From an optimization exercise on the open Yosys and OpenROAD flow, aimed at small area; shortcuts taken in it are not production practice. RTL that was checked went through simulation tests only; none was proved equivalent to the original. No functional check of the RTL was part of runs 1 and 2. Power figures rest on the tool's default switching activity, not on a simulated workload.

File: flow/run.sh
#!/bin/bash
# synth_recipe.tcl (not shown) runs the flow's synth.tcl, then flattens the netlist and writes it again
# the make line also repeats each setting of config.mk as NAME=value (left out here)
make -C /OpenROAD-flow-scripts/flow DESIGN_CONFIG=/design/flow/config.mk WORK_HOME=/design/flow/orfs CLKGATE_MAP_FILE= SYNTH_SCRIPT=/design/flow/synth_recipe.tcl finish
File: flow/config.mk
export PLATFORM = sky130hd
export DESIGN_NAME = ptpc
export DESIGN_NICKNAME = ptpc
export VERILOG_FILES = /design/flow/design.v
export SDC_FILE = /design/flow/constraint.sdc
export NUM_CORES = 4
export LEC_CHECK = 0
export ABC_AREA = 0
export CAP_MARGIN = 20
export CORE_MARGIN = 2
export CORE_UTILIZATION = 40
export CTS_BUF_LIST = sky130_fd_sc_hd__clkbuf_4
export SLEW_MARGIN = 20
export SYNTH_MEMORY_MAX_BITS = 8192
File: flow/constraint.sdc
create_clock -name core_clock -period 20.0 [get_ports {clk}]
set_input_delay 4.0000 -clock core_clock [delete_from_list [all_inputs] [get_ports {clk}]]
set_output_delay 4.0000 -clock core_clock [all_outputs]
set_load 0.01 [all_outputs]
File: flow/design.v
module ptpc (
    input  wire        clk,
    input  wire        rst,           
    input  wire        tick,          
    input  wire        rx_in,         
    input  wire        tx_fault,      
    input  wire        bus_valid,
    input  wire        bus_write,
    input  wire [5:0]  bus_addr,      
    input  wire [1:0]  bus_size,      
    input  wire [31:0] bus_wdata,
    output reg  [31:0] bus_rdata,
    output wire        bus_err,
    output wire        ready,
    output wire        tx_out
);
    localparam [3:0] E_BUSY    = 4'd1;
    localparam [3:0] E_LEN     = 4'd2;
    localparam [3:0] E_SYMBOL  = 4'd3;
    localparam [3:0] E_OPCODE  = 4'd4;
    localparam [3:0] E_TXFAULT = 4'd5;
    reg         tx_proto;
    reg  [1:0]  rx_proto_mask;
    reg  [7:0]  tol_pct;
    reg  [15:0] tx_repeat;
    reg  [31:0] tx_pulse;
    reg  [7:0]  tx_len;
    reg         tx_mode;
    reg  [127:0] txd;
    reg         rx_en;
    reg         tx_err;
    reg         cmd_err;
    reg  [3:0]  err_code;
    reg  [63:0] cnt;
    reg         tx_busy;
    reg         abort_pending;
    reg         t_phase;      
    reg  [127:0] t_bits;
    reg  [6:0]  t_nm1;        
    reg  [7:0]  t_idx;        
    reg  [31:0] t_unit;
    reg         t_proto;
    reg  [15:0] t_rep;        
    reg  [4:0]  t_mc;         
    reg         ts_armed;
    reg         ts_level;
    reg         ts_edge;
    reg  [63:0] buf0;
    reg  [66*13-1:0] sr;      
    reg  [6:0]  cc;
    reg         rc;
    reg         slot_valid;
    reg  [32:0] slot_value;
    reg  [5:0]  slot_bitlen;
    reg  [12:0] slot_pulse;
    reg         slot_p2;
    reg         rxo_valid;
    reg  [32:0] rxo_value;
    reg  [5:0]  rxo_bitlen;
    reg  [12:0] rxo_pulse;
    reg         rxo_p2;
    localparam [3:0] D_IDLE  = 4'd0;
    localparam [3:0] D_PSEL  = 4'd1;
    localparam [3:0] D_DIV1  = 4'd2;
    localparam [3:0] D_UNIT  = 4'd3;
    localparam [3:0] D_MUL   = 4'd4;
    localparam [3:0] D_DIV2  = 4'd5;
    localparam [3:0] D_ROT   = 4'd6;
    localparam [3:0] D_PAIRA = 4'd7;
    localparam [3:0] D_PAIRB = 4'd8;
    localparam [3:0] D_CHECK = 4'd9;
    localparam [3:0] D_NEXTP = 4'd10;
    localparam [3:0] D_END   = 4'd11;
    reg  [3:0]  d_state;
    wire        d_p    = t_proto;         
    wire        d_pass = t_idx[7];        
    wire [6:0]  d_ptr  = t_idx[6:0];      
    wire [19:0] d_w    = t_unit[19:0];    
    wire [6:0]  d_r    = t_unit[26:20];   
    wire [4:0]  d_it   = t_unit[31:27];
    wire [12:0] d_unit = t_rep[12:0];
    wire        d_as   = t_rep[13];       
    wire        d_aw   = t_rep[14];       
    wire        d_any1 = t_rep[15];
    function [64:0] add64;
        input [63:0] a, b;
        input        ci;
        integer k;
        reg c;
        begin
            c = ci;
            for (k = 0; k < 64; k = k + 1) begin
                add64[k] = a[k] ^ b[k] ^ c;
                c = (a[k] & b[k]) | (c & (a[k] ^ b[k]));
            end
            add64[64] = c;
        end
    endfunction
    function [20:0] add20;
        input [19:0] a, b;
        input        ci;
        integer k;
        reg c;
        begin
            c = ci;
            for (k = 0; k < 20; k = k + 1) begin
                add20[k] = a[k] ^ b[k] ^ c;
                c = (a[k] & b[k]) | (c & (a[k] ^ b[k]));
            end
            add20[20] = c;
        end
    endfunction
    function ge16;
        input [15:0] a, b;
        reg [20:0] t;
        begin
            t = add20({4'd0, a}, {4'd0, ~b}, 1'b1);
            ge16 = t[16];
        end
    endfunction
    assign ready  = (d_state == D_IDLE);
    assign tx_out = tx_busy & ~t_phase;
    wire        acc      = bus_valid & ready;
    wire        legal    = (bus_size == 2'd2) && (bus_addr[1:0] == 2'b00);
    wire [3:0]  ridx     = bus_addr[5:2];
    wire        wr       = acc & legal & bus_write;
    wire        do_tick  = tick & ready;
    assign bus_err = acc & ~legal;
    wire rx_active = rx_en & ~tx_busy;
    always @(*) begin
        bus_rdata = 32'd0;
        if (acc && legal && !bus_write) begin
            case (ridx)
                4'd1:  bus_rdata = {16'd0, err_code, 2'b00, cmd_err, tx_err, 2'b00,
                                    tx_out, abort_pending, slot_valid, rx_active,
                                    rx_en, tx_busy};
                4'd2:  bus_rdata = {tx_repeat, tol_pct, 5'd0, rx_proto_mask, tx_proto};
                4'd3:  bus_rdata = tx_pulse;
                4'd4:  bus_rdata = {23'd0, tx_mode, tx_len};
                4'd5:  bus_rdata = txd[31:0];
                4'd6:  bus_rdata = txd[63:32];
                4'd7:  bus_rdata = txd[95:64];
                4'd8:  bus_rdata = txd[127:96];
                4'd9:  bus_rdata = {8'd0, 6'd0, rxo_p2, rxo_valid & ~rxo_p2,
                                    2'd0, rxo_bitlen, 7'd0, rxo_valid};
                4'd10: bus_rdata = rxo_value[31:0];
                4'd11: bus_rdata = {31'd0, rxo_value[32]};
                4'd12: bus_rdata = {19'd0, rxo_pulse};
                4'd13: bus_rdata = {19'd0, ts_edge, ts_level, ts_armed, 1'b0, rc, 1'b0, cc};
                4'd14: bus_rdata = buf0[31:0];
                4'd15: bus_rdata = buf0[63:32];
                default: bus_rdata = 32'd0;
            endcase
        end
    end
    reg  [64:0] sym_pre;
    integer j;
    always @(*) begin
        sym_pre[0] = 1'b0;
        for (j = 0; j < 64; j = j + 1)
            sym_pre[j+1] = sym_pre[j] | (txd[2*j+1] & ~txd[2*j]);
    end
    wire        sym_bad  = tx_len[6] ? sym_pre[64] : sym_pre[tx_len[5:0]];
    wire        len_zero = ~|tx_len;
    wire        len_bad  = len_zero || (tx_mode ? (tx_len[7] | (tx_len[6] & |tx_len[5:0]))
                                                : (tx_len[7] & |tx_len[6:0]));
    wire [20:0] lm1_s    = add20({13'd0, tx_len[6:0]}, 20'hfffff, 1'b0);
    wire [6:0]  lm1      = lm1_s[6:0];
    wire [6:0]  start_nm1 = tx_mode ? {lm1[5:0], 1'b1} : lm1;
    wire [31:0] start_unit = (tx_pulse != 32'd0) ? tx_pulse
                                                 : (tx_proto ? 32'd650 : 32'd350);
    wire [64:0] cnt_inc_s = add64(cnt, 64'd0, 1'b1);
    wire [63:0] cnt_inc   = cnt_inc_s[63:0];
    wire        unit_done = (cnt_inc[31:0] == t_unit);
    wire        cur_sync  = t_idx[7];
    wire        cur_bit   = t_bits[t_idx[6:0]];
    reg  [4:0]  m1;
    always @(*) begin
        if (!t_phase)
            m1 = (!cur_sync && cur_bit) ? (t_proto ? 5'd1 : 5'd2) : 5'd0;
        else if (cur_sync)
            m1 = t_proto ? 5'd9 : 5'd30;
        else
            m1 = cur_bit ? 5'd0 : (t_proto ? 5'd1 : 5'd2);
    end
    wire        part_end = unit_done && (t_mc == m1);
    wire        tx_last  = cur_sync && (t_rep == 16'd1);
    wire [20:0] mc_inc   = add20({15'd0, t_mc}, 20'd0, 1'b1);
    wire [20:0] rep_dec  = add20({4'd0, t_rep}, 20'hfffff, 1'b0);
    wire [20:0] idx_dec  = add20({12'd0, t_idx}, 20'hfffff, 1'b0);
    wire        tx_stop  = tx_fault || (part_end && t_phase && (abort_pending || tx_last));
    wire        tx_busy_after = tx_busy & ~tx_stop;
    wire        rx_act_after = rx_en & ~tx_busy_after;
    wire [63:0] dur      = cnt_inc;
    wire        d_long   = (|cnt[63:13]) || ge16({3'd0, cnt[12:0]}, 16'd5000);
    wire [64:0] dd       = add64(cnt, ~buf0, 1'b1);    
    wire        d_near   = dd[64] ? ((~|dd[63:8]) && !ge16({8'd0, dd[7:0]}, 16'd199))
                                  : ((&dd[63:8]) && ge16({8'd0, dd[7:0]}, 16'd56));
    wire        d_match  = d_long && d_near;
    wire        can_dec  = (|cc[6:3]) && (~|buf0[63:17]);
    wire [12:0] rd_x   = sr[13*65 +: 13];
    wire [15:0] x16    = {3'd0, rd_x};
    wire [15:0] u16    = {3'd0, d_unit};
    wire [15:0] t16    = {3'd0, d_w[12:0]};
    wire [20:0] w3     = add20({4'd0, u16[14:0], 1'b0}, {4'd0, u16}, 1'b0);
    wire [15:0] wide16 = d_p ? {2'd0, d_unit, 1'b0} : w3[15:0];
    wire [20:0] xt     = add20({4'd0, x16}, {4'd0, t16}, 1'b0);
    wire [20:0] ut     = add20({4'd0, u16}, {4'd0, t16}, 1'b0);
    wire [20:0] wt     = add20({4'd0, wide16}, {4'd0, t16}, 1'b0);
    wire        x_s    = ge16(xt[15:0], u16)    && ge16(ut[15:0], x16);
    wire        x_w    = ge16(xt[15:0], wide16) && ge16(wt[15:0], x16);
    wire        pair_zero = d_as & x_w;
    wire        pair_one  = d_aw & x_s;
    wire [20:0] ccm1_s    = add20({13'd0, cc}, 20'hfffff, 1'b0);
    wire [6:0]  ccm1      = ccm1_s[6:0];
    wire [20:0] cc_inc    = add20({13'd0, cc}, 20'd0, 1'b1);
    wire [6:0]  last_idx  = {ccm1[6:1], 1'b0};    
    wire [6:0]  dv_d   = (d_state == D_DIV1) ? (d_p ? 7'd10 : 7'd31) : 7'd100;
    wire        dv_in  = (d_state == D_DIV1) ? buf0[d_it] : d_w[19];
    wire [7:0]  dv_sh  = {d_r, dv_in};
    wire [20:0] dv_s   = add20({12'd0, dv_sh}, {12'd0, 1'b1, ~dv_d}, 1'b1);
    wire        dv_ge  = dv_s[8];
    wire [7:0]  dv_sub = dv_s[7:0];
    wire        rot    = (d_state == D_ROT && d_ptr != 7'd1) ||
                         d_state == D_PAIRA ||
                         (d_state == D_PAIRB && (pair_zero || pair_one));
    wire [20:0] ptr_p1  = add20({13'd0, d_ptr}, 20'd0, 1'b1);
    wire [6:0]  ptr_inc = (d_ptr == 7'd65) ? 7'd0 : ptr_p1[6:0];
    wire [20:0] it_dec  = add20({15'd0, d_it}, 20'hfffff, 1'b0);
    wire [20:0] mul_s   = add20({d_w[18:0], 1'b0}, tol_pct[d_it] ? {7'd0, d_unit} : 20'd0, 1'b0);
    wire        push   = do_tick && rx_act_after && ts_armed && (rx_in != ts_level) &&
                         ts_edge && !d_long && (cc != 7'd66);
    always @(posedge clk) begin
        if (push || rot)
            sr <= {sr[65*13-1:0], rot ? rd_x : dur[12:0]};
    end
    wire [31:0] wd_g = bus_wdata & {32{~rst}};
    always @(posedge clk) begin
        if (rst || (wr && ridx == 4'd3)) tx_pulse    <= wd_g;
        if (rst || (wr && ridx == 4'd5)) txd[31:0]   <= wd_g;
        if (rst || (wr && ridx == 4'd6)) txd[63:32]  <= wd_g;
        if (rst || (wr && ridx == 4'd7)) txd[95:64]  <= wd_g;
        if (rst || (wr && ridx == 4'd8)) txd[127:96] <= wd_g;
    end
    always @(posedge clk) begin
        if (rst) begin
            tx_proto      <= 1'b0;
            rx_proto_mask <= 2'b11;
            tol_pct       <= 8'd60;
            tx_repeat     <= 16'd10;
            tx_len        <= 8'd0;
            tx_mode       <= 1'b0;
            rx_en         <= 1'b0;
            tx_err        <= 1'b0;
            cmd_err       <= 1'b0;
            err_code      <= 4'd0;
            tx_busy       <= 1'b0;
            abort_pending <= 1'b0;
            ts_armed      <= 1'b0;
            ts_level      <= 1'b0;
            ts_edge       <= 1'b0;
            buf0          <= 64'd0;
            cc            <= 7'd0;
            rc            <= 1'b0;
            slot_valid    <= 1'b0;
            slot_value    <= 33'd0;
            slot_bitlen   <= 6'd0;
            slot_pulse    <= 13'd0;
            slot_p2       <= 1'b0;
            rxo_valid     <= 1'b0;
            rxo_value     <= 33'd0;
            rxo_bitlen    <= 6'd0;
            rxo_pulse     <= 13'd0;
            rxo_p2        <= 1'b0;
            d_state       <= D_IDLE;
        end else begin
            if (wr) begin
                case (ridx)
                    4'd0: begin
                        case (bus_wdata)
                            32'd0: ;                                    
                            32'd1: begin                                
                                if (tx_busy) begin
                                    cmd_err <= 1'b1; err_code <= E_BUSY;
                                end else if (len_bad) begin
                                    cmd_err <= 1'b1; err_code <= E_LEN;
                                end else if (tx_mode && sym_bad) begin
                                    cmd_err <= 1'b1; err_code <= E_SYMBOL;
                                end else if (tx_repeat != 16'd0) begin
                                    t_bits        <= txd;
                                    t_nm1         <= start_nm1;
                                    t_idx         <= {1'b0, start_nm1};
                                    t_proto       <= tx_proto;
                                    t_rep         <= tx_repeat;
                                    t_unit        <= start_unit;
                                    t_mc          <= 5'd0;
                                    cnt           <= 64'd0;
                                    tx_busy       <= 1'b1;
                                    abort_pending <= 1'b0;
                                    ts_armed      <= 1'b0;
                                    ts_edge       <= 1'b0;
                                    t_phase       <= 1'b0;
                                end
                            end
                            32'd2: begin                                
                                if (tx_busy) abort_pending <= 1'b1;
                            end
                            32'd3: rx_en <= 1'b1;                       
                            32'd4: begin                                
                                rx_en    <= 1'b0;
                                ts_armed <= 1'b0;
                                ts_edge  <= 1'b0;
                            end
                            32'd5: begin                                
                                rxo_valid   <= slot_valid;
                                rxo_value   <= slot_value;
                                rxo_bitlen  <= slot_bitlen;
                                rxo_pulse   <= slot_pulse;
                                rxo_p2      <= slot_p2;
                                slot_valid  <= 1'b0;
                                slot_value  <= 33'd0;
                                slot_bitlen <= 6'd0;
                                slot_pulse  <= 13'd0;
                                slot_p2     <= 1'b0;
                            end
                            default: begin                              
                                cmd_err  <= 1'b1;
                                err_code <= E_OPCODE;
                            end
                        endcase
                    end
                    4'd1: begin                                         
                        if (bus_wdata[8]) tx_err  <= 1'b0;
                        if (bus_wdata[9]) cmd_err <= 1'b0;
                        if ((bus_wdata[8] || !tx_err) && (bus_wdata[9] || !cmd_err))
                            err_code <= 4'd0;
                    end
                    4'd2: begin                                         
                        tx_proto      <= bus_wdata[0];
                        rx_proto_mask <= bus_wdata[2:1];
                        tol_pct       <= ge16({8'd0, bus_wdata[15:8]}, 16'd101) ? 8'd100 : bus_wdata[15:8];
                        tx_repeat     <= bus_wdata[31:16];
                    end
                    4'd4: begin
                        tx_len  <= bus_wdata[7:0];
                        tx_mode <= bus_wdata[8];
                    end
                    default: ;                                          
                endcase
            end
            if (do_tick) begin
                if (tx_busy) begin
                    cnt <= unit_done ? 64'd0 : cnt_inc;
                    if (tx_fault) begin
                        tx_busy       <= 1'b0;
                        abort_pending <= 1'b0;
                        tx_err        <= 1'b1;
                        err_code      <= E_TXFAULT;
                    end else if (!part_end) begin
                        if (unit_done) t_mc <= mc_inc[4:0];
                    end else begin
                        t_mc <= 5'd0;
                        if (!t_phase) begin
                            t_phase <= 1'b1;
                        end else if (abort_pending || tx_last) begin
                            tx_busy       <= 1'b0;
                            abort_pending <= 1'b0;
                        end else begin
                            t_phase <= 1'b0;
                            if (cur_sync) begin
                                t_idx <= {1'b0, t_nm1};
                                t_rep <= rep_dec[15:0];
                            end else begin
                                t_idx <= idx_dec[7:0];
                            end
                        end
                    end
                end else begin
                    cnt <= cnt_inc;
                end
                if (!rx_act_after) begin
                    ts_armed <= 1'b0;
                    ts_edge  <= 1'b0;
                end else if (!ts_armed) begin
                    ts_armed <= 1'b1;
                    ts_level <= rx_in;
                end else if (rx_in != ts_level) begin
                    ts_level <= rx_in;
                    cnt      <= 64'd0;
                    if (!ts_edge) begin
                        ts_edge <= 1'b1;
                    end else begin
                        if (d_match) begin
                            if (rc) begin
                                rc <= 1'b0;
                                if (can_dec) begin
                                    cnt     <= cnt;
                                    d_state <= D_PSEL;
                                    t_proto <= 1'b0;                    
                                    t_rep[15] <= 1'b0;                  
                                    t_idx   <= (cc == 7'd65) ? 8'd0 :   
                                               (cc[6:1] == 6'd33) ? 8'd1 : {1'b0, cc_inc[6:0]};
                                end else begin
                                    cc   <= 7'd0;
                                    buf0 <= dur;
                                end
                            end else begin
                                rc   <= 1'b1;
                                cc   <= 7'd0;
                                buf0 <= dur;
                            end
                        end else if (d_long) begin
                            cc   <= 7'd0;
                            buf0 <= dur;
                        end else begin
                            if (cc == 7'd67) begin
                                rc <= 1'b0;
                                cc <= 7'd1;
                            end else begin
                                cc <= cc_inc[6:0];
                            end
                        end
                    end
                end
            end
            case (d_state)
                D_PSEL: begin
                    if (rx_proto_mask[d_p]) begin
                        t_unit[26:20] <= 7'd0;
                        t_unit[31:27] <= 5'd16;
                        d_state <= D_DIV1;
                    end else begin
                        d_state <= D_NEXTP;
                    end
                end
                D_DIV1, D_DIV2: begin
                    t_unit[19:0] <= {d_w[18:0], dv_ge};
                    t_unit[26:20] <= dv_ge ? dv_sub[6:0] : dv_sh[6:0];
                    t_unit[31:27] <= it_dec[4:0];
                    if (d_it == 5'd0)
                        d_state <= (d_state == D_DIV1) ? D_UNIT : D_ROT;
                end
                D_UNIT: begin
                    t_rep[12:0] <= d_w[12:0];
                    t_unit[19:0] <= 20'd0;
                    t_unit[31:27] <= 5'd6;
                    d_state <= (|d_w[16:13]) ? D_NEXTP : D_MUL;
                end
                D_MUL: begin
                    t_unit[19:0] <= mul_s[19:0];
                    t_unit[31:27] <= it_dec[4:0];
                    if (d_it == 5'd0) begin
                        t_unit[26:20] <= 7'd0;
                        t_unit[31:27] <= 5'd19;
                        d_state <= D_DIV2;
                    end
                end
                D_ROT: begin
                    if (d_ptr == 7'd1) d_state <= D_PAIRA;
                    else               t_idx[6:0] <= ptr_inc;
                end
                D_PAIRA: begin
                    t_rep[13] <= x_s;
                    t_rep[14] <= x_w;
                    t_idx[6:0] <= ptr_inc;
                    d_state <= D_PAIRB;
                end
                D_PAIRB: begin
                    if (pair_zero || pair_one) begin
                        if (d_pass) slot_value <= {slot_value[31:0], ~pair_zero};
                        if (!pair_zero) t_rep[15] <= 1'b1;
                        t_idx[6:0] <= ptr_inc;
                        d_state <= (d_ptr == ((last_idx == 7'd66) ? 7'd0 : last_idx)) ? D_CHECK : D_PAIRA;
                    end else begin
                        d_state <= D_NEXTP;
                    end
                end
                D_CHECK: begin
                    if (!d_pass) begin
                        if (d_any1) begin
                            t_idx[7]   <= 1'b1;
                            slot_value <= 33'd0;
                            d_state    <= D_ROT;
                        end else begin
                            d_state <= D_NEXTP;
                        end
                    end else begin
                        slot_valid  <= 1'b1;
                        slot_bitlen <= last_idx[6:1];
                        slot_pulse  <= d_unit;
                        slot_p2     <= d_p;
                        d_state     <= D_END;
                    end
                end
                D_NEXTP: begin
                    t_rep[15] <= 1'b0;
                    if (!d_p) begin
                        t_proto <= 1'b1;
                        d_state <= D_PSEL;
                    end else begin
                        d_state <= D_END;
                    end
                end
                D_END: begin
                    cc      <= 7'd0;
                    buf0    <= cnt_inc;
                    cnt     <= 64'd0;
                    d_state <= D_IDLE;
                end
                default: ;
            endcase
        end
    end
endmodule
==> metrics.cfg, run 1 <==
[run_status]
status = complete, but fails checks
violations = setup timing

[synth]
synth-seq-cells = 1512
synth_xor_area_share_pct = 0.6475
synth.top_cell.area_share_pct = 61.77
synth_fa_ha_area_share_pct = 7.765
synth_top_family_by_area = compound AO/OA/AOI/OAI gates
yosysUniqueCellTypes = 80
yosysMostFrequentCell = edfxtp_1
synth_ff_type = edfxtp_1
synthCells = 4161
synth-edff-count = 1280
synthArstFlopShare_pct = 0
synth_common_cells = edfxtp_1 (1280), nand2_1 (282), nor2_1 (236)
synthMuxAreaShare_pct = 4.204
synth_compound_area_share_pct = 7.934
avgSynthCellArea_um2 = 14.95
synth_area_leader_cell = edfxtp_1
syn_nets = 4518
synthSimpleGateAreaFrac_pct = 7.611
yosysWarnings = 1
netlist_area_mm2 = 0.06223
ys_seq_area_share_pct = 69.23
ys_top_cells_by_area = edfxtp_1 (62%), dfxtp_1 (7.5%), fa_1 (4.1%), ha_1 (3.7%), mux2i_1 (2.0%)

[sta]
rsz0062_at_grt = yes
relSlewSlack_pct = 19.99
hold_viol = 0
finalCritPeriodShare_pct = 122.8
tightest_slew_ns = 1.200
setup_ws_ns = -4.554
setup_viol = 147
drv_slew = 0
finClkSkew_ns = 0.1897
fin_crit_ns = 24.55
fmax_ghz = 0.04073
hold_slack_ns = 0.3368

[routing]
vias = 38993
drc_errors = 0
drt_iter0_drc = 4720
via_per_inst = 5.603
first_pass_iters = 6
wl_per_cell_um = 26.21
drtAntennaViolNets = 0
totalWireLength_um = 182400

[hold_path]
min_path_type = reg2reg
hp-start = sr[716]$_DFFE_PP_
hold_end = sr[729]$_DFFE_PP_
hold_path_depth = 0

[clock_tree]
cts_sinks = 1512
cts_tree = done
root_buffer = clkbuf_4
insertion_delay_ns = 1.35
ctsHoldBuffers = 0
ctsHtreeMaxLevel = 5
numCtsBuffers = 398
clockBufferDepth = 4
path_clk_slew_ns = 0.08

[worst_setup_path]
ff2ff_setup_slack_ns = -4.55
start_kind = flip-flop
worstSetupPathType = reg2reg
critical_path.max_stage_delay_ns = 0.42
end_kind = flip-flop
cp_slowest_cell = fa_1
path_max_fanout = 7
r2r_start = cnt[0]$_SDFFCE_PP0P_
rr_endpoint = buf0[10]$_SDFFE_PP0P_
required_ns = 21.03
worstPathArrival_ns = 25.58
crit_top_cell = fa_2
r2r.worst_path.cells = 83

[final_layout]
final_nets = 4959
drive_above_1_share_pct = 19.76
fin_util_pct = 46.52
stdcell_area_mm2 = 0.07175
syn2layout_area_growth_pct = 15.30

[floorplan]
row_count = 144
start_util_pct = 40.35
io_pins = 82
core-area_mm2 = 0.1542
dieWidth_um = 398.4
die_height_um = 398.4
die_area_mm2 = 0.1587

[grt]
grt_use_total_pct = 22.85
grt_pass1_wl_um = 263000
grt_pass1_vias = 38066
grt_antenna_before_repair = 17
grt_max_degree = 196
grt.overflow.total = 0

[run]
drv_cap = 0

[placement]
routabilityCongestion = 0.9920
post-place-ws_ns = -4.566
io_buffers = 81
place_hpwl_um = 127100
postPlaceCellArea_mm2 = 0.06623

[power_and_ir_drop]
power_density_mw_per_mm2 = 89.33
vdd_ir_drop_max_uv = 60.86
power_mw = 6.410
leakage_nw = 23.73

metal layers:
metal	GRT usage [%]	routed length (um)
met1	31.77	77290
met2	32.34	77780
met3	7.127	18390
met4	11.23	8813
met5	0	126
critical path, delay by kind of cell, from the launching register on:
kind	cells	cell delay, ns
fa+ha+maj	64	21.65
simple gates	6	1.13
flops	1	0.40
mux	1	0.17
buf+inv	10	0.79
compound gates	2	0.17
state kept, by name, summed over array words and instances (netlist names), 6 cells and up:
register and count:
t_unit 32, sr 858, rxo_pulse 13, slot_value 33, cnt 64, t_nm1 7
tx_pulse 32, txd 128, tx_len 8, tol_pct 8, t_rep 16, t_idx 8
rxo_value 33, buf0 64, rxo_bitlen 6, slot_bitlen 6, cc 7, slot_pulse 13
tx_repeat 16, t_bits 128
cell families (layout without fill, tap and decap cells):
family          count (synthesis)  in the layout
compound gates                711            711
other cells                     0             12
buf+inv                       410           1152
fa+ha+maj                     310            310
mux                           200            200
simple gates                  972            972
flops                        1512           1512
xor+xnor                       46             46
what timing repair did:
item | in CTS | in global routing
endpoints found under the setup margin | 147 | 147
gates cloned | 7 | 1
setup buffers | 6 | 8
pin swaps | 11 | 7
gates resized for setup | 24 | 30
worst max path at each step:
stage | from | endpoint | slack [ns] | cells after the start
after floorplan | cnt[0]$_SDFFCE_PP0P_ | cnt[0]$_SDFFCE_PP0P_ | -3.57 | 78
final | cnt[0]$_SDFFCE_PP0P_ | buf0[10]$_SDFFE_PP0P_ | -4.55 | 83
after CTS | cnt[0]$_SDFFCE_PP0P_ | buf0[41]$_SDFFE_PP0P_ | -4.51 | 83
after global routing | cnt[0]$_SDFFCE_PP0P_ | buf0[57]$_SDFFE_PP0P_ | -5.10 | 82
after global placement | cnt[0]$_SDFFCE_PP0P_ | buf0[56]$_SDFFE_PP0P_ | -4.46 | 82
after detailed placement | cnt[0]$_SDFFCE_PP0P_ | buf0[60]$_SDFFE_PP0P_ | -4.57 | 82
report_power, final:
group	internal (mW)	total (mW)	switching [mW]
clock	1.40	2.65	1.25
combinational	0.0990	0.270	0.171
sequential	3.43	3.49	0.0574
cells in the final DEF (no fill, tap or decap), types with 80 or more instances in the layout:
master           synthesis  final
buf_4                    5    108
nor2_1                 236    225
clkbuf_4                 0    599
clkinv_1                 3     87
o21ai_0                113    106
mux2i_1                123    120
a21oi_1                173    171
ha_1                   183    182
clkdlybuf4s50_1          0     80
nand2_1                282    282
edfxtp_1              1280   1280
inv_1                  229    221
dfxtp_1                232    232
layout make-up:
| type | instances | area [um^2] |
|---|---|---|
| Multi-Input combinational cell | 2239 | 18020 |
| Inverter | 232 | 870.8 |
| Clock inverter | 102 | 480.5 |
| Fill cell | 13912 | 82480 |
| Timing Repair Buffer | 219 | 2207 |
| Tap cell | 2044 | 2557 |
| Sequential cell | 1512 | 43080 |
| Antenna cell | 12 | 30.03 |
| Clock buffer | 599 | 4497 |
stage by stage:
| step | TNS, ns | std cells |
|---|---|---|
| 3_3_place_gp | -614.22 | 6224 |
| 6_report | -646.83 | 6959 |
| 3_5_place_dp | -627.10 | 6225 |
| 2_1_floorplan | -506.76 | 4161 |
| 4_1_cts | -627.05 | 6939 |
| 5_1_grt | -723.54 | 6954 |
==> run 2: changes to the inputs <==
--- a/flow/config.mk
+++ b/flow/config.mk
@@ -10,5 +10,5 @@
 export CORE_MARGIN = 2
 export CORE_UTILIZATION = 40
-export CTS_BUF_LIST = sky130_fd_sc_hd__clkbuf_4
+export CTS_BUF_LIST = sky130_fd_sc_hd__clkbuf_8
 export SLEW_MARGIN = 20
 export SYNTH_MEMORY_MAX_BITS = 8192
==> run 2 against run 1 <==
Still fails the layout checks on setup timing. Die area unchanged. Worst setup slack better by 0.043 ns. Non-clock buffer count shrank 4. Combinational power about the same. Hold slack improved by 0.0045 ns. Cell count shrank 3.9%. Critical path depth fell by 1. Count of clock-buffer cells in the layout down 349. Sequential share of layout area grew 0.40 points.
==> metrics.cfg, run 2 <==
[synth]
synthArstFlopShare_pct = 0  ; unchanged
synthCells = 4161  ; unchanged
synth_area_leader_cell = edfxtp_1
ys_seq_area_share_pct = 69.23  ; unchanged
avgSynthCellArea_um2 = 14.95  ; unchanged
synth_ff_type = edfxtp_1
yosysUniqueCellTypes = 80  ; unchanged
syn_nets = 4518  ; unchanged
yosysWarnings = 1  ; unchanged
synth_common_cells = edfxtp_1 (1280), nand2_1 (282), nor2_1 (236)
synth-edff-count = 1280  ; unchanged
yosysMostFrequentCell = edfxtp_1
synth.top_cell.area_share_pct = 61.77  ; unchanged
ys_top_cells_by_area = edfxtp_1 (62%), dfxtp_1 (7.5%), fa_1 (4.1%), ha_1 (3.7%), mux2i_1 (2.0%)
netlist_area_mm2 = 0.06223  ; unchanged
synth-seq-cells = 1512  ; unchanged

[routing]
totalWireLength_um = 180800  ; -0.87%
wl_per_cell_um = 27.04  ; +3.2%
via_per_inst = 5.681  ; +1.4%
drtAntennaViolNets = 0  ; unchanged
drc_errors = 0  ; unchanged
drt_iter0_drc = 4755  ; +0.74%
first_pass_iters = 6  ; unchanged
vias = 37990  ; -2.6%

[sta]
finalCritPeriodShare_pct = 122.6  ; -0.21 points
hold_slack_ns = 0.3413  ; +0.004498 ns
drv_slew = 0  ; unchanged
rsz0062_at_grt = yes
setup_viol = 147  ; unchanged
tightest_slew_ns = 1.189  ; -0.01064 ns
fmax_ghz = 0.04080  ; +0.17%
setup_ws_ns = -4.511  ; +0.04276 ns
hold_viol = 0  ; unchanged
fin_crit_ns = 24.51  ; -0.04276 ns
finClkSkew_ns = 0.08447  ; -0.1052 ns
relSlewSlack_pct = 20.70  ; +0.71 points

[final_layout]
final_common_cell = edfxtp_1
largest_register_ffs = 858  ; unchanged
final_nets = 4797  ; -3.3%
regMostFlops = sr
syn2layout_area_growth_pct = 14.55
reg.largest.list = sr x858, t_bits x128, txd x128
final_cell_mix = edfxtp_1 (1280), inv_1 (290), nand2_1 (281), clkbuf_8 (250), dfxtp_1 (232)
drive_above_1_share_pct = 14.37  ; -5.4 points
stdcell_area_mm2 = 0.07128  ; -0.66%

[power_and_ir_drop]
swShare_pct = 23.48  ; +0.35 points
p_int_mw = 4.816  ; -2.3%
leakage_nw = 23.31  ; -1.8%
power_density_mw_per_mm2 = 88.30  ; -1.2%
power_mw = 6.294  ; -1.8%
p_sw_mw = 1.478  ; -0.33%
vdd_ir_drop_max_uv = 73.21  ; +20%
clkPwrFrac_pct = 40.3  ; -1.1 points
pwr-share-comb_pct = 4.3  ; about the same
power_frac_seq_pct = 55.4  ; +1.0 points

[run_status]
status = complete, but fails checks
violations = setup timing

[placement]
routabilityCongestion = 0.9920  ; unchanged
place_hpwl_um = 127100  ; unchanged
io_buffers = 81  ; unchanged
postPlaceCellArea_mm2 = 0.06623  ; unchanged

[clock_tree]
path_clk_slew_ns = 0.06  ; -0.02 ns
root_buffer = clkbuf_8
numCtsBuffers = 240  ; -40%
clockBufferDepth = 3  ; -1
ctsHtreeMaxLevel = 4  ; -1
insertion_delay_ns = 0.97  ; -0.38 ns
cts_tree = done
cts_sinks = 1512  ; unchanged

[floorplan]
start_util_pct = 40.35  ; unchanged
dieWidth_um = 398.4  ; unchanged
io_pins = 82  ; unchanged
core-area_mm2 = 0.1542  ; unchanged
die_area_mm2 = 0.1587  ; unchanged
row_count = 144  ; unchanged
die_height_um = 398.4  ; unchanged

[run]
drv_cap = 0  ; unchanged

[worst_setup_path]
cp_slowest_cell = fa_1
worstPathArrival_ns = 25.30  ; -0.28 ns
critical_path.max_stage_delay_ns = 0.43  ; about the same
required_ns = 20.79  ; -0.24 ns
start_kind = flip-flop
crit_top_cell = fa_2
path_max_fanout = 13  ; +6
worstSetupPathType = reg2reg
end_kind = flip-flop

[grt]
grt_pass1_wl_um = 260000  ; -1.2%
grt_max_degree = 196  ; unchanged
grt.overflow.total = 0  ; unchanged
grt_antenna_before_repair = 18  ; +1
grt_pass1_vias = 36546  ; -4.0%
grt_use_total_pct = 22.60  ; -0.25 points

[hold_path]
min_path_type = reg2reg

-- run 2: final timing paths --
path                                            from               endpoint  slack, ns  depth (start not counted)
worst min register to register     sr[794]$_DFFE_PP_      sr[807]$_DFFE_PP_       0.34                          0
worst max-delay path            cnt[0]$_SDFFCE_PP0P_  buf0[33]$_SDFFE_PP0P_      -4.51                         82
worst min-delay path               sr[794]$_DFFE_PP_      sr[807]$_DFFE_PP_       0.34                          0
worst max register to register  cnt[0]$_SDFFCE_PP0P_  buf0[33]$_SDFFE_PP0P_      -4.51                         82
-- run 2: layout make-up --
| type | instances | area, um^2 |
|---|---|---|
| Inverter | 232 | 870.8 |
| Clock inverter | 192 | 1159 |
| Timing Repair Buffer | 215 | 2135 |
| Fill cell | 13789 | 82950 |
| Sequential cell | 1512 | 43080 |
| Antenna cell | 3 | 7.507 |
| Multi-Input combinational cell | 2239 | 18030 |
| Clock buffer | 250 | 3441 |
| Tap cell | 2044 | 2557 |
-- run 2: repair_timing --
item / in CTS / in global routing
resized for setup: 19 / 30
hold buffers: 0 / 0
cloned: 5 / 1
endpoints found under the hold margin: 0 / 0
endpoints found under the setup margin: 147 / 147
buffers inserted: 5 / 6
pin swaps: 8 / 6
-- run 2: kinds of logic (layout without fill, tap and decap cells) --
kind of cell | after synthesis | count (layout) | share of synthesized area, %
mux | 200 | 200 | 4.204
fa+ha+maj | 310 | 310 | 7.765
other cells | 0 | 3 | 0
compound gates | 711 | 711 | 7.934
simple gates | 972 | 972 | 7.611
buf+inv | 410 | 889 | 2.604
flops | 1512 | 1512 | 69.23
xor+xnor | 46 | 46 | 0.6474
-- run 2: stage by stage --
stage	utilization, %	instances	setup TNS, ns	setup WS (ns)
after CTS	46.09	6677	-627.59	-4.443
final	46.22	6687	-645.90	-4.511
after detailed placement	42.95	6225	-627.10	-4.566
after global placement	42.93	6224	-614.22	-4.464
after floorplan	-	4161	-506.76	-3.572
after global routing	46.21	6685	-719.79	-5.046
-- run 2: power groups by stage --
| stage | sequential (mW) | clock [mW] | combinational [mW] |
|---|---|---|---|
| after floorplan | 3.52 | 0 | 0.157 |
| after global placement | 3.55 | 0 | 0.257 |
| after detailed placement | 3.55 | 0 | 0.259 |
| after CTS | 3.49 | 2.61 | 0.264 |
| after global routing | 3.49 | 2.74 | 0.291 |
| final | 3.49 | 2.53 | 0.269 |
-- run 2: routing by layer --
metal,share of wire [%],GRT usage (%),up-vias
met2,42,32.08,1918
li1,-,-,16388
met3,10,6.596,420
met1,43,32.11,19248
met4,4.7,9.987,16
met5,0.048,0,-
-- run 2: worst max-delay path: cells and delay by family (launching register included) --
family / cells / cell delay, ns
flops: 1 / 0.40
fa+ha+maj: 64 / 21.63
mux: 1 / 0.19
simple gates: 5 / 0.80
buf+inv: 10 / 0.83
compound gates: 2 / 0.43
==> run 3: changes to the inputs <==
--- a/flow/design.v
+++ b/flow/design.v
@@ -83,4 +83,7 @@
     wire        d_aw   = t_rep[14];       
     wire        d_any1 = t_rep[15];
+    wire [1:0]  d_k    = t_mc[1:0];       
+    wire        d_f0   = t_mc[2];         
+    wire        d_xs   = t_mc[3];         
     function [64:0] add64;
         input [63:0] a, b;
@@ -194,7 +197,14 @@
     wire [63:0] dur      = cnt_inc;
     wire        d_long   = (|cnt[63:13]) || ge16({3'd0, cnt[12:0]}, 16'd5000);
-    wire [64:0] dd       = add64(cnt, ~buf0, 1'b1);    
-    wire        d_near   = dd[64] ? ((~|dd[63:8]) && !ge16({8'd0, dd[7:0]}, 16'd199))
-                                  : ((&dd[63:8]) && ge16({8'd0, dd[7:0]}, 16'd56));
+    wire [64:0] dl       = add64({32'd0, cnt[31:0]}, {32'd0, ~buf0[31:0]}, 1'b1);
+    wire        bl       = ~dl[32];
+    wire [64:0] hs       = add64({32'd0, cnt[63:32]}, {32'd0, ~buf0[63:32]}, 1'b0);
+    wire        h_eq     = ~hs[32] & (&hs[31:0]);               
+    wire        h_ep     =  hs[32] & (~|hs[31:0]);              
+    wire        h_em     = ~hs[32] & (&hs[31:1]) & ~hs[0];      
+    wire        hi_zero  = bl ? h_ep : h_eq;
+    wire        hi_ones  = bl ? h_eq : h_em;
+    wire        d_near   = (hi_zero && (~|dl[31:8]) && !ge16({8'd0, dl[7:0]}, 16'd199)) ||
+                           (hi_ones && (&dl[31:8]) && ge16({8'd0, dl[7:0]}, 16'd56));
     wire        d_match  = d_long && d_near;
     wire        can_dec  = (|cc[6:3]) && (~|buf0[63:17]);
@@ -205,11 +215,12 @@
     wire [20:0] w3     = add20({4'd0, u16[14:0], 1'b0}, {4'd0, u16}, 1'b0);
     wire [15:0] wide16 = d_p ? {2'd0, d_unit, 1'b0} : w3[15:0];
-    wire [20:0] xt     = add20({4'd0, x16}, {4'd0, t16}, 1'b0);
-    wire [20:0] ut     = add20({4'd0, u16}, {4'd0, t16}, 1'b0);
-    wire [20:0] wt     = add20({4'd0, wide16}, {4'd0, t16}, 1'b0);
-    wire        x_s    = ge16(xt[15:0], u16)    && ge16(ut[15:0], x16);
-    wire        x_w    = ge16(xt[15:0], wide16) && ge16(wt[15:0], x16);
+    wire [15:0] nom16  = d_k[1] ? wide16 : u16;
+    wire [15:0] opa    = d_k[0] ? nom16 : x16;
+    wire [15:0] opb    = d_k[0] ? x16 : nom16;
+    wire [20:0] at     = add20({4'd0, opa}, {4'd0, t16}, 1'b0);
+    wire        cmp_ge = ge16(at[15:0], opb);
+    wire        x_w    = d_f0 & cmp_ge;           
     wire        pair_zero = d_as & x_w;
-    wire        pair_one  = d_aw & x_s;
+    wire        pair_one  = d_aw & d_xs;
     wire [20:0] ccm1_s    = add20({13'd0, cc}, 20'hfffff, 1'b0);
     wire [6:0]  ccm1      = ccm1_s[6:0];
@@ -223,6 +234,6 @@
     wire [7:0]  dv_sub = dv_s[7:0];
     wire        rot    = (d_state == D_ROT && d_ptr != 7'd1) ||
-                         d_state == D_PAIRA ||
-                         (d_state == D_PAIRB && (pair_zero || pair_one));
+                         (d_state == D_PAIRA && d_k == 2'd3) ||
+                         (d_state == D_PAIRB && d_k == 2'd3 && (pair_zero || pair_one));
     wire [20:0] ptr_p1  = add20({13'd0, d_ptr}, 20'd0, 1'b1);
     wire [6:0]  ptr_inc = (d_ptr == 7'd65) ? 7'd0 : ptr_p1[6:0];
@@ -457,21 +468,29 @@
                 end
                 D_ROT: begin
+                    t_mc[1:0] <= 2'd0;
                     if (d_ptr == 7'd1) d_state <= D_PAIRA;
                     else               t_idx[6:0] <= ptr_inc;
                 end
-                D_PAIRA: begin
-                    t_rep[13] <= x_s;
-                    t_rep[14] <= x_w;
-                    t_idx[6:0] <= ptr_inc;
-                    d_state <= D_PAIRB;
-                end
-                D_PAIRB: begin
-                    if (pair_zero || pair_one) begin
+                D_PAIRA, D_PAIRB: begin
+                    t_mc[1:0] <= d_k + 2'd1;
+                    case (d_k)
+                        2'd0, 2'd2: t_mc[2] <= cmp_ge;
+                        2'd1:       t_mc[3] <= d_f0 & cmp_ge;
+                        default: ;
+                    endcase
+                    if (d_k == 2'd3) begin
+                        if (d_state == D_PAIRA) begin
+                            t_rep[13] <= d_xs;
+                            t_rep[14] <= x_w;
+                            t_idx[6:0] <= ptr_inc;
+                            d_state <= D_PAIRB;
+                        end else if (pair_zero || pair_one) begin
                         if (d_pass) slot_value <= {slot_value[31:0], ~pair_zero};
                         if (!pair_zero) t_rep[15] <= 1'b1;
                         t_idx[6:0] <= ptr_inc;
                         d_state <= (d_ptr == ((last_idx == 7'd66) ? 7'd0 : last_idx)) ? D_CHECK : D_PAIRA;
-                    end else begin
-                        d_state <= D_NEXTP;
+                        end else begin
+                            d_state <= D_NEXTP;
+                        end
                     end
                 end
--- a/flow/config.mk
+++ b/flow/config.mk
@@ -9,6 +9,8 @@
 export CAP_MARGIN = 20
 export CORE_MARGIN = 2
-export CORE_UTILIZATION = 40
-export CTS_BUF_LIST = sky130_fd_sc_hd__clkbuf_8
+export CORE_UTILIZATION = 65
+export CTS_BUF_LIST = sky130_fd_sc_hd__clkbuf_16
+export CTS_CLUSTER_DIAMETER = 80
+export CTS_CLUSTER_SIZE = 24
 export SLEW_MARGIN = 20
 export SYNTH_MEMORY_MAX_BITS = 8192
==> run 3 against run 2 <==
The run now finishes clean. Combinational power about the same. Wire length increased by 7.8%. Clock skew decreased by 0.035 ns. Register-to-register slack improved by 7.6 ns. Core utilization increased by 25 points. First-iteration DRC count increased by 52%. Critical path depth decreased by 40. Sequential cell count unchanged. Fmax increased by 45%. Largest cell class unchanged.
==> metrics.cfg, run 3 <==
[run]
drv_cap = 0  ; unchanged

[final_layout]
final_cell_mix = edfxtp_1 (1280), nand2_1 (270), inv_1 (233), dfxtp_1 (232), nor2_1 (200)
fillers = 5866  ; -57%
final_nets = 4430  ; -7.7%
final_cells = 5453  ; -18%
reg.largest.list = sr x858, t_bits x128, txd x128
largest_register_ffs = 858  ; unchanged
fin_util_pct = 70.93  ; +25 points
multi_input_area_mm2 = 0.01708  ; -5.3%
regMostFlops = sr
stdcell_area_mm2 = 0.06629  ; -7.0%
final_common_cell = edfxtp_1
ff_latch_area_mm2 = 0.04308  ; unchanged
drive_above_1_share_pct = 7.056  ; -7.3 points
syn2layout_area_growth_pct = 7.858

[synth]
netlist_area_mm2 = 0.06146  ; -1.2%
synth.top_cell.area_share_pct = 62.54  ; +0.77 points
synth-seq-cells = 1512  ; unchanged
synthCells = 4074  ; -2.1%
yosysMostFrequentCell = edfxtp_1
synth_common_cells = edfxtp_1 (1280), nand2_1 (271), dfxtp_1 (232)
yosysUniqueCellTypes = 89  ; +11%
yosysWarnings = 1  ; unchanged
synth_ff_type = edfxtp_1
synth-edff-count = 1280  ; unchanged
ys_seq_area_share_pct = 70.09  ; +0.86 points
avgSynthCellArea_um2 = 15.09  ; +0.88%
syn_nets = 4373  ; -3.2%
synth_area_leader_cell = edfxtp_1
synthArstFlopShare_pct = 0  ; unchanged
ys_top_cells_by_area = edfxtp_1 (63%), dfxtp_1 (7.6%), fa_1 (3.3%), ha_1 (3.1%), mux2i_1 (2.3%)

[worst_setup_path]
path_max_fanout = 64  ; +51
cp_top_family = adder cells
r2r.worst_path.cells = 42  ; -49%
worstSetupPathType = reg2reg
worstPathArrival_ns = 17.25  ; -8.05 ns
ff2ff_setup_slack_ns = 3.07  ; +7.58 ns
critical_path.max_stage_delay_ns = 0.57  ; +0.14 ns
crit_top_cell = fa_1
cp_slowest_cell = fa_1
start_kind = flip-flop
end_kind = flip-flop
cp_num_cells = 42  ; -49%
required_ns = 20.32  ; -0.47 ns
critical_path_buf_inv_count = 2  ; -8

[run_status]
status = complete, no violations

[grt]
grt.overflow.total = 0  ; unchanged
grt_pass1_vias = 38249  ; +4.7%
grt_pass1_wl_um = 276000  ; +6.2%
grt_use_total_pct = 40.13  ; +18 points
grt_max_degree = 198  ; +1.0%
grt_antenna_before_repair = 6  ; -12

[placement]
dp_cells = 5305  ; -15%
io_buffers = 81  ; unchanged
place_hpwl_um = 133700  ; +5.2%
routabilityCongestion = 1.060  ; +6.8%
postPlaceCellArea_mm2 = 0.06386  ; -3.6%

[power_and_ir_drop]
vdd_ir_drop_max_uv = 85.03  ; +16%
power_density_mw_per_mm2 = 83.66  ; -5.3%
leakage_nw = 21.62  ; -7.3%

[sta]
fmax_ghz = 0.05908  ; +45%
finClkSkew_ns = 0.04984  ; -0.03463 ns
setup_tns_ns = 0  ; +645.90 ns
hold_slack_ns = 0.4111  ; +0.06982 ns
relSlewSlack_pct = 6.283  ; -14 points
finalCritPeriodShare_pct = 84.64  ; -38 points
hold_viol = 0  ; unchanged
fin_crit_ns = 16.93  ; -7.584 ns
tightest_slew_ns = 1.406  ; +0.2163 ns
setup_viol = 0  ; -100%
drv_slew = 0  ; unchanged
rsz0062_at_grt = no

[clock_tree]
numCtsBuffers = 76  ; -68%
path_clk_slew_ns = 0.10  ; +0.04 ns
ctsHtreeMaxLevel = 3  ; -1
post-cts-setup-buffers = 0  ; -5
ctsHoldBuffers = 0  ; unchanged
insertion_delay_ns = 0.72  ; -0.25 ns
cts_tree = done
cts_sinks = 1512  ; unchanged
clockBufferDepth = 3  ; unchanged
cts_resized = 0  ; -19
root_buffer = clkbuf_16

[routing]
wl_met1_um = 69500  ; -10%
met2_length_um = 85130  ; +11%
drt_iter0_drc = 7239  ; +52%
wl_per_cell_um = 35.75  ; +32%
dr_wl_met3_um = 28280  ; +56%
first_pass_iters = 13  ; +7
totalWireLength_um = 195000  ; +7.8%
drtAntennaViolNets = 0  ; unchanged
drc_errors = 0  ; unchanged
via_per_inst = 7.207  ; +27%
routed.top_layer = met5
vias = 39301  ; +3.5%

[hold_path]
hold_path_depth = 0  ; unchanged
min_path_type = reg2reg

[floorplan]
dieWidth_um = 311.5  ; -22%
die_height_um = 311.5  ; -22%
io_pins = 82  ; unchanged
core-area_mm2 = 0.09347  ; -39%
row_count = 112  ; -22%
die_area_mm2 = 0.09704  ; -39%
start_util_pct = 65.76  ; +25 points

[run 3: changes by cell type in the layout (fill, tap and decap cells not counted), moves of 37 or more]
cell	delta
clkinv_1	-61
clkbuf_8	-250
inv_1	-57
fa_1	+37
clkbuf_16	+76
fa_2	-62
[run 3: area by class of cell]
cell class,instances,area share (%)
Multi-Input combinational cell,2188,25.76
Clock inverter,65,0.6511
Timing Repair Buffer,163,2.237
Clock buffer,77,2.907
Antenna cell,4,0.01510
Tap cell,1254,2.367
Inverter,190,1.076
Sequential cell,1512,64.99
[run 3: power breakdown]
group	switching (mW)	internal (mW)
Clock	1.04	0.748
Combinational	0.180	0.0914
Sequential	0.0640	3.43
[run 3: worst paths after layout]
| check | startpoint | to |
|---|---|---|
| max reg2reg | buf0[32]$_SDFFE_PP0P_ | cnt[26]$_SDFFCE_PP0P_ |
| min | sr[306]$_DFFE_PP_ | sr[319]$_DFFE_PP_ |
| max | buf0[32]$_SDFFE_PP0P_ | cnt[26]$_SDFFCE_PP0P_ |
| min reg2reg | sr[306]$_DFFE_PP_ | sr[319]$_DFFE_PP_ |
[run 3: routing by layer]
| metal | vias to the layer above | global-route usage, % |
|---|---|---|
| met5 | - | 0 |
| met4 | 2 | 19.42 |
| met2 | 3446 | 59.05 |
| li1 | 15643 | - |
| met3 | 741 | 14.16 |
| met1 | 19469 | 53.73 |
[run 3: kinds of logic after synthesis]
family          count (synthesis)  share of synthesized area (%)
compound gates                720                          8.356
xor+xnor                       46                         0.6555
fa+ha+maj                     252                          6.376
buf+inv                       374                          2.443
flops                        1512                          70.09
mux                           209                          4.257
simple gates                  961                          7.821
[run 3: worst reg2reg max path, delay by kind of cell (launching register included)]
family,cells,cell delay [ns]
fa+ha+maj,32,13.23
compound gates,2,0.63
flops,1,0.43
simple gates,6,1.66
buf+inv,2,0.51
[run 3: per-stage QoR]
step	power [mW]	setup slack (ns)
CTS	5.528	3.364
global route	5.659	2.886
detailed placement	3.810	3.975
finish	5.546	3.073
floorplan	3.673	0.04620
global placement	3.798	4.488
==> run 4: changes to the inputs <==
--- a/flow/config.mk
+++ b/flow/config.mk
@@ -9,8 +9,6 @@
 export CAP_MARGIN = 20
 export CORE_MARGIN = 2
-export CORE_UTILIZATION = 65
-export CTS_BUF_LIST = sky130_fd_sc_hd__clkbuf_16
-export CTS_CLUSTER_DIAMETER = 80
-export CTS_CLUSTER_SIZE = 24
+export CORE_UTILIZATION = 40
+export CTS_BUF_LIST = sky130_fd_sc_hd__clkbuf_8
 export SLEW_MARGIN = 20
 export SYNTH_MEMORY_MAX_BITS = 8192
==> run 4 against run 3 <==
Core utilization shrank 25 points. Power grew 16%. Cell area grew 5.2%. Critical path depth grew 2. Combinational power shrank 9.2%. Clock power grew 52%. Critical path type unchanged. Largest power group unchanged. Non-clock buffer count shrank 14. Register-to-register slack gained 0.81 ns. Count of clock-buffer cells in the layout grew 191.
==> metrics.cfg, run 4 <==
[power_and_ir_drop]
vdd_ir_drop_max_uv = 63.65  ; -25%
clkPwrFrac_pct = 41.9  ; +9.7 points
swShare_pct = 23.24  ; +0.14 points
leakage_nw = 23.02  ; +6.5%
pwr-share-comb_pct = 3.8  ; -1.1 points
power_mw = 6.440  ; +16%
p_sw_mw = 1.496  ; +17%
p_int_mw = 4.944  ; +16%
power_frac_seq_pct = 54.3  ; -8.6 points
power_density_mw_per_mm2 = 92.37  ; +10%

[hold_path]
hp-start = sr[831]$_DFFE_PP_
hold_path_depth = 0  ; unchanged
min_path_type = reg2reg
hold_end = sr[844]$_DFFE_PP_

[synth]
synth-seq-cells = 1512  ; unchanged
synth.top_cell.area_share_pct = 62.54  ; unchanged
synthCells = 4074  ; unchanged
synthArstFlopShare_pct = 0  ; unchanged
netlist_area_mm2 = 0.06146  ; unchanged
synth_area_leader_cell = edfxtp_1
syn_nets = 4373  ; unchanged
yosysWarnings = 1  ; unchanged
yosysUniqueCellTypes = 89  ; unchanged
synth-edff-count = 1280  ; unchanged
ys_top_cells_by_area = edfxtp_1 (63%), dfxtp_1 (7.6%), fa_1 (3.3%), ha_1 (3.1%), mux2i_1 (2.3%)
synth_common_cells = edfxtp_1 (1280), nand2_1 (271), dfxtp_1 (232)
yosysMostFrequentCell = edfxtp_1
synth_ff_type = edfxtp_1
ys_seq_area_share_pct = 70.09  ; unchanged
avgSynthCellArea_um2 = 15.09  ; unchanged

[final_layout]
drive_above_1_share_pct = 11.52  ; +4.5 points
syn2layout_area_growth_pct = 13.44
final_common_cell = edfxtp_1
largest_register_ffs = 858  ; unchanged
final_nets = 4580  ; +3.4%
stdcell_area_mm2 = 0.06972  ; +5.2%
regMostFlops = sr
reg.largest.list = sr x858, t_bits x128, txd x128
final_cell_mix = edfxtp_1 (1280), nand2_1 (270), clkbuf_8 (268), inv_1 (266), dfxtp_1 (232)

[run]
drv_cap = 0  ; unchanged

[sta]
fin_crit_ns = 16.12  ; -0.8118 ns
tightest_slew_ns = 1.136  ; -0.2698 ns
setup_ws_ns = 3.885  ; +0.8118 ns
drv_slew = 0  ; unchanged
setup_tns_ns = 0  ; unchanged
relSlewSlack_pct = 23.57  ; +17 points
fmax_ghz = 0.06205  ; +5.0%
hold_viol = 0  ; unchanged
finClkSkew_ns = 0.07747  ; +0.02763 ns
setup_viol = 0  ; unchanged
finalCritPeriodShare_pct = 80.58  ; -4.1 points
rsz0062_at_grt = no

[floorplan]
die_height_um = 396.0  ; +27%
dieWidth_um = 396.0  ; +27%
io_pins = 82  ; unchanged
start_util_pct = 40.37  ; -25 points
die_area_mm2 = 0.1568  ; +62%
row_count = 143  ; +28%
core-area_mm2 = 0.1523  ; +63%

[run_status]
status = complete, no violations

[routing]
totalWireLength_um = 178500  ; -8.4%
routed.top_layer = met5
wl_met1_um = 77090  ; +11%
dr_wl_met3_um = 19310  ; -32%
drc_errors = 0  ; unchanged
wl_per_cell_um = 27.37  ; -23%
via_per_inst = 5.760  ; -20%
first_pass_iters = 6  ; -7
drt_iter0_drc = 4987  ; -31%
drtAntennaViolNets = 0  ; unchanged
vias = 37566  ; -4.4%
met2_length_um = 74260  ; -13%

[clock_tree]
clockBufferDepth = 3  ; unchanged
cts_sinks = 1512  ; unchanged
root_buffer = clkbuf_8
cts_resized = 0  ; unchanged
path_clk_slew_ns = 0.07  ; -0.03 ns
cts_tree = done
insertion_delay_ns = 1.00  ; +0.28 ns
numCtsBuffers = 240  ; +220%
post-cts-setup-buffers = 0  ; unchanged
ctsHtreeMaxLevel = 4  ; +1
ctsHoldBuffers = 0  ; unchanged

[worst_setup_path]
critPathLaunch = buf0[32]$_SDFFE_PP0P_
cp_slowest_cell = fa_1
end_kind = flip-flop
worstSetupPathType = reg2reg
r2r.worst_path.cells = 44  ; +4.8%
rr_endpoint = buf0[54]$_SDFFE_PP0P_
required_ns = 20.86  ; +0.54 ns
start_kind = flip-flop
worstPathArrival_ns = 16.98  ; -0.27 ns
ff2ff_setup_slack_ns = 3.88  ; +0.81 ns
critical_path.max_stage_delay_ns = 0.52  ; -0.05 ns
r2r_start = buf0[32]$_SDFFE_PP0P_
crit_top_cell = fa_1
path_max_fanout = 35  ; -45%

[grt]
grt_pass1_vias = 36241  ; -5.2%
grt.overflow.total = 0  ; unchanged
grt_pass1_wl_um = 256300  ; -7.1%
grt_use_total_pct = 22.47  ; -18 points
grt_antenna_before_repair = 8  ; +2
grt_max_degree = 198  ; unchanged

[placement]
io_buffers = 81  ; unchanged
place_hpwl_um = 123500  ; -7.6%
post-place-ws_ns = 4.021  ; +0.04626 ns
routabilityCongestion = 1.012  ; -4.5%
postPlaceCellArea_mm2 = 0.06473  ; +1.4%

## run 4: changes by cell type in the layout (fill, tap and decap cells not counted), sizes merged
cell      delta
clkbuf     +190
clkinv      +68
inv         +27
buf         -13
bufinv      +12
clkinvlp     +9
## run 4: worst max-delay path by stage
stage / to / cells after the start / slack (ns)
after floorplan: sr[0]$_DFFE_PP_ / 27 / 0.05
after global placement: buf0[44]$_SDFFE_PP0P_ / 45 / 4.34
after detailed placement: buf0[54]$_SDFFE_PP0P_ / 44 / 4.02
after CTS: buf0[31]$_SDFFE_PP0P_ / 44 / 4.00
after global routing: buf0[47]$_SDFFE_PP0P_ / 45 / 3.43
final: buf0[54]$_SDFFE_PP0P_ / 44 / 3.88
## run 4: cell families (layout without fill, tap and decap cells)
logic type / after synthesis / in the layout / synth area share (%)
AOI/OAI and AO/OA: 720 / 720 / 8.356
xor gates and xnor gates: 46 / 46 / 0.6555
adders and majority gates: 252 / 252 / 6.376
buffers and inverters: 374 / 788 / 2.443
DFF: 1512 / 1512 / 70.09
muxes: 209 / 209 / 4.257
other: 0 / 4 / 0
and+or+nand+nor: 961 / 961 / 7.821
## run 4: critical path, delay by kind of cell, from the launching register on
kind / cells / cell delay, ns
buffers and inverters: 3 / 0.78
and+or+nand+nor: 6 / 1.23
AOI/OAI and AO/OA: 2 / 0.48
adders and majority gates: 32 / 12.75
DFF: 1 / 0.44
muxes: 1 / 0.23
## run 4: power by group through the flow
stage / clock network, mW / registers (mW) / logic (mW)
after floorplan: 0 / 3.52 / 0.152
after global placement: 0 / 3.56 / 0.239
after detailed placement: 0 / 3.56 / 0.242
after CTS: 2.77 / 3.49 / 0.243
after global routing: 2.90 / 3.50 / 0.265
final: 2.70 / 3.50 / 0.247
## run 4: final cells by class
| cell class | count | area [um^2] |
|---|---|---|
| Inverter | 190 | 713.2 |
| Fill cell | 13384 | 82540 |
| Clock buffer | 268 | 3689 |
| Sequential cell | 1512 | 43080 |
| Timing Repair Buffer | 149 | 1360 |
| Clock inverter | 181 | 1295 |
| Multi-Input combinational cell | 2188 | 17040 |
| Antenna cell | 4 | 10.01 |
| Tap cell | 2030 | 2540 |
## run 4: layer usage
layer  track usage (%)  vias up
li1                  -    16082
met5                 0        -
met2             31.24     1980
met3             6.826      393
met4             9.451        6
met1             32.53    19105
## run 4: metrics by stage
step                hold slack, ns  std cells  util (%)
global placement            0.4002       6069     42.51
CTS                         0.3916       6518     45.78
detailed placement          0.4045       6069     42.51
floorplan                   0.4003       4074         -
finish                      0.3858       6522     45.79
global route                0.3852       6519     45.79
==> run 5: changes to the inputs <==
--- a/flow/design.v
+++ b/flow/design.v
@@ -275,8 +275,4 @@
             rc            <= 1'b0;
             slot_valid    <= 1'b0;
-            slot_value    <= 33'd0;
-            slot_bitlen   <= 6'd0;
-            slot_pulse    <= 13'd0;
-            slot_p2       <= 1'b0;
             rxo_valid     <= 1'b0;
             rxo_value     <= 33'd0;
@@ -325,13 +321,9 @@
                             32'd5: begin                                
                                 rxo_valid   <= slot_valid;
-                                rxo_value   <= slot_value;
-                                rxo_bitlen  <= slot_bitlen;
-                                rxo_pulse   <= slot_pulse;
-                                rxo_p2      <= slot_p2;
+                                rxo_value   <= slot_valid ? slot_value  : 33'd0;
+                                rxo_bitlen  <= slot_valid ? slot_bitlen : 6'd0;
+                                rxo_pulse   <= slot_valid ? slot_pulse  : 13'd0;
+                                rxo_p2      <= slot_valid & slot_p2;
                                 slot_valid  <= 1'b0;
-                                slot_value  <= 33'd0;
-                                slot_bitlen <= 6'd0;
-                                slot_pulse  <= 13'd0;
-                                slot_p2     <= 1'b0;
                             end
                             default: begin                              
--- a/flow/config.mk
+++ b/flow/config.mk
@@ -9,6 +9,8 @@
 export CAP_MARGIN = 20
 export CORE_MARGIN = 2
-export CORE_UTILIZATION = 40
-export CTS_BUF_LIST = sky130_fd_sc_hd__clkbuf_8
+export CORE_UTILIZATION = 65
+export CTS_BUF_LIST = sky130_fd_sc_hd__clkbuf_16
+export CTS_CLUSTER_DIAMETER = 80
+export CTS_CLUSTER_SIZE = 24
 export SLEW_MARGIN = 20
 export SYNTH_MEMORY_MAX_BITS = 8192
==> run 5 against run 4 <==
Area after synthesis down 0.27%. Core utilization up 25 points. Cell count down 18%. Cell area down 5.0%. Critical path type unchanged. Register-to-register slack worse by 0.48 ns. Hold slack better by 0.017 ns. Fmax down 2.9%. Critical path depth up 3. Sequential power about the same.
==> metrics.cfg, run 5 <==
[floorplan]
start_util_pct = 65.68  ; +25 points
dieWidth_um = 311.1  ; -21%
core-area_mm2 = 0.09333  ; -39%
die_height_um = 311.1  ; -21%
row_count = 112  ; -22%
die_area_mm2 = 0.09677  ; -38%
io_pins = 82  ; unchanged

[final_layout]
regMostFlops = sr
drive_above_1_share_pct = 7.174  ; -4.3 points
reg.largest.list = sr x858, t_bits x128, txd x128
final_cell_mix = edfxtp_1 (1333), nand2_1 (237), inv_1 (215), dfxtp_1 (178), nor2_1 (169)
fillers = 5781  ; -57%
final_common_cell = edfxtp_1
multi_input_area_mm2 = 0.01647  ; -3.3%
largest_register_ffs = 858  ; unchanged
stdcell_area_mm2 = 0.06622  ; -5.0%
final_nets = 4322  ; -5.6%
ff_latch_area_mm2 = 0.04361  ; +1.2%
syn2layout_area_growth_pct = 8.032

[clock_tree]
clockBufferDepth = 3  ; unchanged
ctsHtreeMaxLevel = 3  ; -1
path_clk_slew_ns = 0.10  ; +0.03 ns
numCtsBuffers = 76  ; -68%
cts_tree = done
ctsHoldBuffers = 0  ; unchanged
root_buffer = clkbuf_16
cts_sinks = 1512  ; unchanged
cts_resized = 0  ; unchanged
insertion_delay_ns = 0.71  ; -0.29 ns
post-cts-setup-buffers = 0  ; unchanged

[sta]
finalCritPeriodShare_pct = 83.00  ; +2.4 points
fin_crit_ns = 16.60  ; +0.4841 ns
tightest_slew_ns = 1.291  ; +0.1555 ns
fmax_ghz = 0.06024  ; -2.9%
setup_tns_ns = 0  ; unchanged
hold_viol = 0  ; unchanged
finClkSkew_ns = 0.04223  ; -0.03524 ns
rsz0062_at_grt = no
relSlewSlack_pct = 13.90  ; -9.7 points
drv_slew = 0  ; unchanged
setup_viol = 0  ; unchanged

[placement]
postPlaceCellArea_mm2 = 0.06374  ; -1.5%
place_hpwl_um = 136200  ; +10%
routabilityCongestion = 1.027  ; +1.5%
io_buffers = 81  ; unchanged

[routing]
drtAntennaViolNets = 0  ; unchanged
totalWireLength_um = 201400  ; +13%
drt_iter0_drc = 7934  ; +59%
via_per_inst = 7.336  ; +27%
vias = 39176  ; +4.3%
first_pass_iters = 17  ; +11
drc_errors = 0  ; unchanged
wl_per_cell_um = 37.72  ; +38%

[synth]
ys_seq_area_share_pct = 71.15  ; +1.1 points
synth-seq-cells = 1512  ; unchanged
synthArstFlopShare_pct = 0  ; unchanged
yosysWarnings = 1  ; unchanged
avgSynthCellArea_um2 = 15.46  ; +2.5%
yosysMostFrequentCell = edfxtp_1
synth-edff-count = 1333  ; +4.1%
synth.top_cell.area_share_pct = 65.30  ; +2.8 points
yosysUniqueCellTypes = 80  ; -10%
netlist_area_mm2 = 0.06130  ; -0.27%
synth_common_cells = edfxtp_1 (1333), nand2_1 (237), nor2_1 (180)
synth_ff_type = edfxtp_1
syn_nets = 4263  ; -2.5%
synthCells = 3964  ; -2.7%
synth_area_leader_cell = edfxtp_1
ys_top_cells_by_area = edfxtp_1 (65%), dfxtp_1 (5.8%), fa_1 (3.3%), ha_1 (3.1%), mux2i_1 (2.5%)

[worst_setup_path]
worstSetupPathType = reg2reg
critical_path.max_stage_delay_ns = 0.76  ; +0.24 ns
cp_slowest_cell = o211ai_1
worstPathArrival_ns = 17.15  ; +0.17 ns
end_kind = flip-flop
required_ns = 20.55  ; -0.31 ns
path_max_fanout = 65  ; +86%
crit_top_cell = fa_1
start_kind = flip-flop

[power_and_ir_drop]
power_mw = 5.570  ; -14%
leakage_nw = 20.99  ; -8.8%
power_density_mw_per_mm2 = 84.11  ; -8.9%
vdd_ir_drop_max_uv = 76.68  ; +20%

[grt]
use_met1_pct = 56.22  ; +24 points
grt_util_met3_pct = 13.13  ; +6.3 points
grt_max_degree = 231  ; +17%
grt_use_total_pct = 41.54  ; +19 points
grt_antenna_before_repair = 14  ; +6
grt.overflow.total = 0  ; unchanged
busiest_layer = met2
grt_pass1_wl_um = 282200  ; +10%
grt_use_met2_pct = 60.21  ; +29 points
grt_pass1_vias = 37904  ; +4.6%

[run]
drv_cap = 0  ; unchanged

[run_status]
status = complete, no violations

[hold_path]
min_path_type = reg2reg

run 5: cell count changes after synthesis, sizes merged, moves of 13 or more:
| cell | change |
|---|---|
| nor2b | +38 |
| nand2 | -34 |
| a2111oi | -17 |
| o22a | +13 |
| a211oi | -22 |
| edfxtp | +53 |
| a22o | -32 |
| nand3 | +37 |
| dfxtp | -53 |
| nor2 | -27 |
| o21ai | -23 |
| a21o | -18 |
run 5: kinds of logic after synthesis:
logic type / after synthesis / share of synthesized area, %
buffers and inverters: 358 / 2.325
AND/OR/NAND/NOR: 956 / 7.922
AO/OA/AOI/OAI: 620 / 7.126
XOR/XNOR: 47 / 0.6716
flip-flops: 1512 / 71.15
adder cells (fa/ha/maj): 252 / 6.393
multiplexers: 219 / 4.413
run 5: per-layer routing:
| layer | up-vias | part of all wire [%] |
|---|---|---|
| li1 | 15229 | - |
| met4 | 12 | 7.4 |
| met5 | - | 0.044 |
| met2 | 3712 | 43 |
| met3 | 921 | 15 |
| met1 | 19302 | 35 |
run 5: stage by stage:
step                      std cells  hold WS (ns)  worst slack (ns)  util, %
after CTS                      5334        0.4010             3.599    70.86
final                          5340        0.4032             3.400    70.95
after detailed placement       5195        0.4045             3.773    68.30
after global routing           5338        0.4119             3.133    70.95
after global placement         5195        0.4003             4.318    68.30
after floorplan                3964        0.4003           0.05055        -
run 5: worst max-delay path, delay by kind of cell, from the launching register on:
kind / cells / cell delay, ns
AO/OA/AOI/OAI: 4 / 1.21
adder cells (fa/ha/maj): 32 / 12.62
buffers and inverters: 6 / 1.04
flip-flops: 1 / 0.52
multiplexers: 1 / 0.38
AND/OR/NAND/NOR: 4 / 0.61
run 5: worst paths after layout:
kind / startpoint / to / slack, ns / depth (start not counted)
max: cnt[0]$_SDFFCE_PP0P_ / buf0[21]$_SDFFE_PP0P_ / 3.40 / 47
min: sr[511]$_DFFE_PP_ / sr[524]$_DFFE_PP_ / 0.40 / 0
max reg2reg: cnt[0]$_SDFFCE_PP0P_ / buf0[21]$_SDFFE_PP0P_ / 3.40 / 47
min reg2reg: sr[511]$_DFFE_PP_ / sr[524]$_DFFE_PP_ / 0.40 / 0
run 5: power breakdown:
group          leakage (nW)  total, mW  switching [mW]  internal, mW
Sequential             12.8       3.51          0.0652          3.44
Combinational          6.86      0.277           0.186        0.0900
Clock                  1.31       1.79            1.03         0.755
Total                  21.0       5.57            1.28          4.29
run 5: layout make-up:
type	count	area share (%)
sequential	1512	65.86
multi-input combinational	2094	24.87
clock buffer	79	2.985
tap	1254	2.369
timing repair buffer	160	2.271
inverter	179	1.015
clock inverter	60	0.6216
antenna	2	0.007558

## what the ideal ports hide
The results above use ideal ports. As a check the final layouts listed here were re-extracted and re-timed, cells and wires unchanged. Step 1: set_driving_cell puts a clkbuf_16 on clk and a buf_2 on each other input, an assumption about the parent block. Step 2, shift: input delay + t, output delay - t, t = (earliest + latest rising clock arrival at the registers) / 2. This alone moves slack from input paths to output paths. Slacks: ideal ports / drivers / drivers and shift; pairs: ideal ports / drivers.
| run | t (ns) | setup WS [ns] |
|---|---|---|
| run 1 | 1.341 | -4.554 / -4.554 / -4.554 |
| run 2 | 1.008 | -4.511 / -4.511 / -4.511 |
| run 3 | 0.770 | 3.073 / 3.073 / 3.073 |
| run 4 | 1.037 | 3.885 / 3.885 / 3.885 |
| run 5 | 0.772 | 3.400 / 3.400 / 3.400 |
